This design comes from an exercise in tuning for small area, a short achievable clock period and few clock cycles per item on the open sky130 flow, not from production work. The RTL was checked by simulation tests, not by an equivalence proof against the original design. Power figures rest on the tool's default switching activity, not on a simulated workload.

// babe_cls
module babe_cls (
    input  wire        clk,
    input  wire        rst,
    input  wire        start,
    input  wire [7:0]  reg_w,        
    input  wire [7:0]  reg_h,        
    input  wire [15:0] maxgrad,
    output wire        busy,
    input  wire        pix_valid,
    input  wire [7:0]  pix_r,
    input  wire [7:0]  pix_g,
    input  wire [7:0]  pix_b,
    output wire        pix_ready,
    output reg  [1:0]  res_kind,     
    output reg  [7:0]  res_a1,
    output reg  [7:0]  res_a2,
    output reg  [2:0]  res_step,
    output wire [7:0]  avg_r,
    output wire [7:0]  avg_g,
    output wire [7:0]  avg_b
);
export LEC_CHECK = 0
export CAP_MARGIN = 20
export CORE_MARGIN = 2
export CORE_UTILIZATION = 40
export CTS_CLUSTER_DIAMETER = 100
export CTS_CLUSTER_SIZE = 30
export PLACE_DENSITY = 0.6
export SLEW_MARGIN = 20
create_clock -name core_clock -period 11.0 [get_ports {clk}]
standard.sh (not shown) runs the stock make flow with config.mk's settings and CLKGATE_MAP_FILE= SYNTH_SCRIPT=/design/flow/synth_recipe.tcl, a recipe that flattens the netlist after the stock synthesis.
==> flow/flow/run.sh <==
#!/bin/bash
set -euo pipefail
bash standard.sh "BUFFER_PORTS_ARGS=-buffer_cell sky130_fd_sc_hd__buf_2" \
    SETUP_SLACK_MARGIN=7.5 finish > std_flow.log 2>&1
Testbench counts at the start, summed over its fixed seeds: cycles 80,123, regions 1,280.
Change:
==> flow/flow/run.sh (replaced) <==
#!/bin/bash
set -euo pipefail
bash standard.sh "BUFFER_PORTS_ARGS=-buffer_cell sky130_fd_sc_hd__buf_2" \
    SETUP_SLACK_MARGIN=7.6 finish > std_flow.log 2>&1
Result:
- The new run finished clean
- worst hold slack barely changes
- sequential cell count is unchanged
- synthesized cell count stays the same
- power is about the same
- core utilization rises by 0.76 points
- worst setup slack gains 0.018 ns
- sequential share of layout area falls by 0.57 points
Change:
==> flow/flow/run.sh (replaced) <==
#!/bin/bash
set -euo pipefail
bash standard.sh "BUFFER_PORTS_ARGS=-buffer_cell sky130_fd_sc_hd__buf_1" \
    SETUP_SLACK_MARGIN=7.5 finish > std_flow.log 2>&1
Outcome: Hold slack gets worse by 0.0037 ns; cell area came out lower by a few percent; die area does not change; power came out lower slightly; final cell count came out lower slightly; critical path depth is unchanged.


P:
Starting RTL as in the previous note.
clock: 11.0 ns
lec_check: 0
cap_margin: 20
core_margin: 2
core_utilization: 40
cts_cluster_diameter: 100
cts_cluster_size: 40
place_density: 0.6
slew_margin: 20
==> flow/flow/run.sh <==
#!/bin/bash
set -euo pipefail
bash standard.sh "BUFFER_PORTS_ARGS=-buffer_cell sky130_fd_sc_hd__buf_2" \
    SETUP_SLACK_MARGIN=7.5 finish > std_flow.log 2>&1
Testbench counts of P, summed over its fixed seeds: cycles 80,123, regions 1,280.
The following lists how Q was set up differently from P:
# P
export LEC_CHECK = 0
export CAP_MARGIN = 20
export CORE_MARGIN = 2
export CORE_UTILIZATION = 40
export CTS_CLUSTER_DIAMETER = 100
export CTS_CLUSTER_SIZE = 40
export PLACE_DENSITY = 0.6
export SLEW_MARGIN = 20
create_clock -name core_clock -period 11.0 [get_ports {clk}]
# Q
export LEC_CHECK = 0
export CAP_MARGIN = 20
export CORE_MARGIN = 2
export CORE_UTILIZATION = 50
export CTS_CLUSTER_DIAMETER = 100
export CTS_CLUSTER_SIZE = 25
export GPL_TIMING_DRIVEN = 1
export PLACE_DENSITY = 0.65
export SLEW_MARGIN = 20
create_clock -name core_clock -period 11.0 [get_ports {clk}]
==> flow/flow/run.sh <==
#!/bin/bash
set -euo pipefail
bash standard.sh "BUFFER_PORTS_ARGS=-buffer_cell sky130_fd_sc_hd__buf_1" \
    SETUP_SLACK_MARGIN=7.5 finish > std_flow.log 2>&1
[summary]
Every stage of the flow completed for Q, and the final layout passed the timing, design-rule and antenna checks. Between P and Q, the via count of the first global-routing pass is higher for Q. P has a higher hold slack than Q. Count of buffers added by post-CTS timing repair for setup | Q below P. P -> Q: number of clock buffers in the layout increased by a little under 10%. Detailed-routing wirelength on met1 | Q below P. P → Q: area of the placeable core dropped about 20%, final period utilization dropped 0.23 points, die width dropped about 10%.
### Q -> R
# Q
export LEC_CHECK = 0
export CAP_MARGIN = 20
export CORE_MARGIN = 2
export CORE_UTILIZATION = 50
export CTS_CLUSTER_DIAMETER = 100
export CTS_CLUSTER_SIZE = 25
export GPL_TIMING_DRIVEN = 1
export PLACE_DENSITY = 0.65
export SLEW_MARGIN = 20
create_clock -name core_clock -period 11.0 [get_ports {clk}]
# R
export LEC_CHECK = 0
export CAP_MARGIN = 20
export CORE_MARGIN = 2
export CORE_UTILIZATION = 50
export CTS_CLUSTER_DIAMETER = 100
export CTS_CLUSTER_SIZE = 30
export PLACE_DENSITY = 0.65
export SLEW_MARGIN = 20
create_clock -name core_clock -period 11.0 [get_ports {clk}]
==> summary.txt <==
- The final layout from R, which completed every stage, passed the timing, design-rule and antenna checks at the end of the flow.
- Summary of the comparison: global-route wire length before repair is lower in R, relative to Q.
- Looking at Q and R, the via count is a wash.
- Final cell count delta (Q -> R): insignificant
- The cell area was comparable across Q and R.
- Hold slack across Q and R: no real change.
diff inputs: R => S
# R
export LEC_CHECK = 0
export CAP_MARGIN = 20
export CORE_MARGIN = 2
export CORE_UTILIZATION = 50
export CTS_CLUSTER_DIAMETER = 100
export CTS_CLUSTER_SIZE = 30
export PLACE_DENSITY = 0.65
export SLEW_MARGIN = 20
create_clock -name core_clock -period 11.0 [get_ports {clk}]
# S
export LEC_CHECK = 0
export CAP_MARGIN = 20
export CORE_MARGIN = 2
export CORE_UTILIZATION = 50
export CTS_CLUSTER_DIAMETER = 100
export CTS_CLUSTER_SIZE = 25
export PLACE_DENSITY = 0.65
export SLEW_MARGIN = 20
create_clock -name core_clock -period 11.0 [get_ports {clk}]
## What came out
Per the comparison of S with R, routed wire length moved up, count of clock-buffer cells in the layout moved up. Any difference in core box area between S and R is small enough to ignore. S and R ended up with roughly the same final cell count.

[static timing again, ports no longer ideal]
The results above use ideal ports. As a check the final layouts listed here were re-extracted and re-timed, cells and wires unchanged. Step 1 sets driving cells, clkbuf_16 on the clock port and buf_2 on the other inputs (assumed; they add their load-dependent delay and slew). Step 2 times the ports against the registers' clock, not the clock port: input delays grow and output delays shrink by t, the midpoint of the rising clock arrivals with the driver on. a / b / c = no drivers / after step 1 / after step 2; a / b = the first two.
| run | t, ns | setup slack, ns | worst slew at a driven data input, ns |
|---|---|---|---|
| the first run of note 1 | 0.619 | 7.551 / 7.491 / 7.431 | 0.08 |
| the second run of note 1 | 0.618 | 7.569 / 7.510 / 7.432 | 0.08 |
| the third run of note 1 | 0.605 | 7.571 / 7.515 / 7.359 | 0.08 |
| P | 0.617 | 7.562 / 7.502 / 7.437 | 0.08 |
| Q | 0.601 | 7.587 / 7.529 / 7.432 | 0.06 |
| R | 0.587 | 7.575 / 7.523 / 7.445 | 0.06 |
| S | 0.601 | 7.587 / 7.529 / 7.432 | 0.06 |
After both steps setup and hold are still met in every run listed. The setup slack of the third run of note 1, which loses most, moves by -0.056 ns with the drivers and by -0.212 ns with both steps.
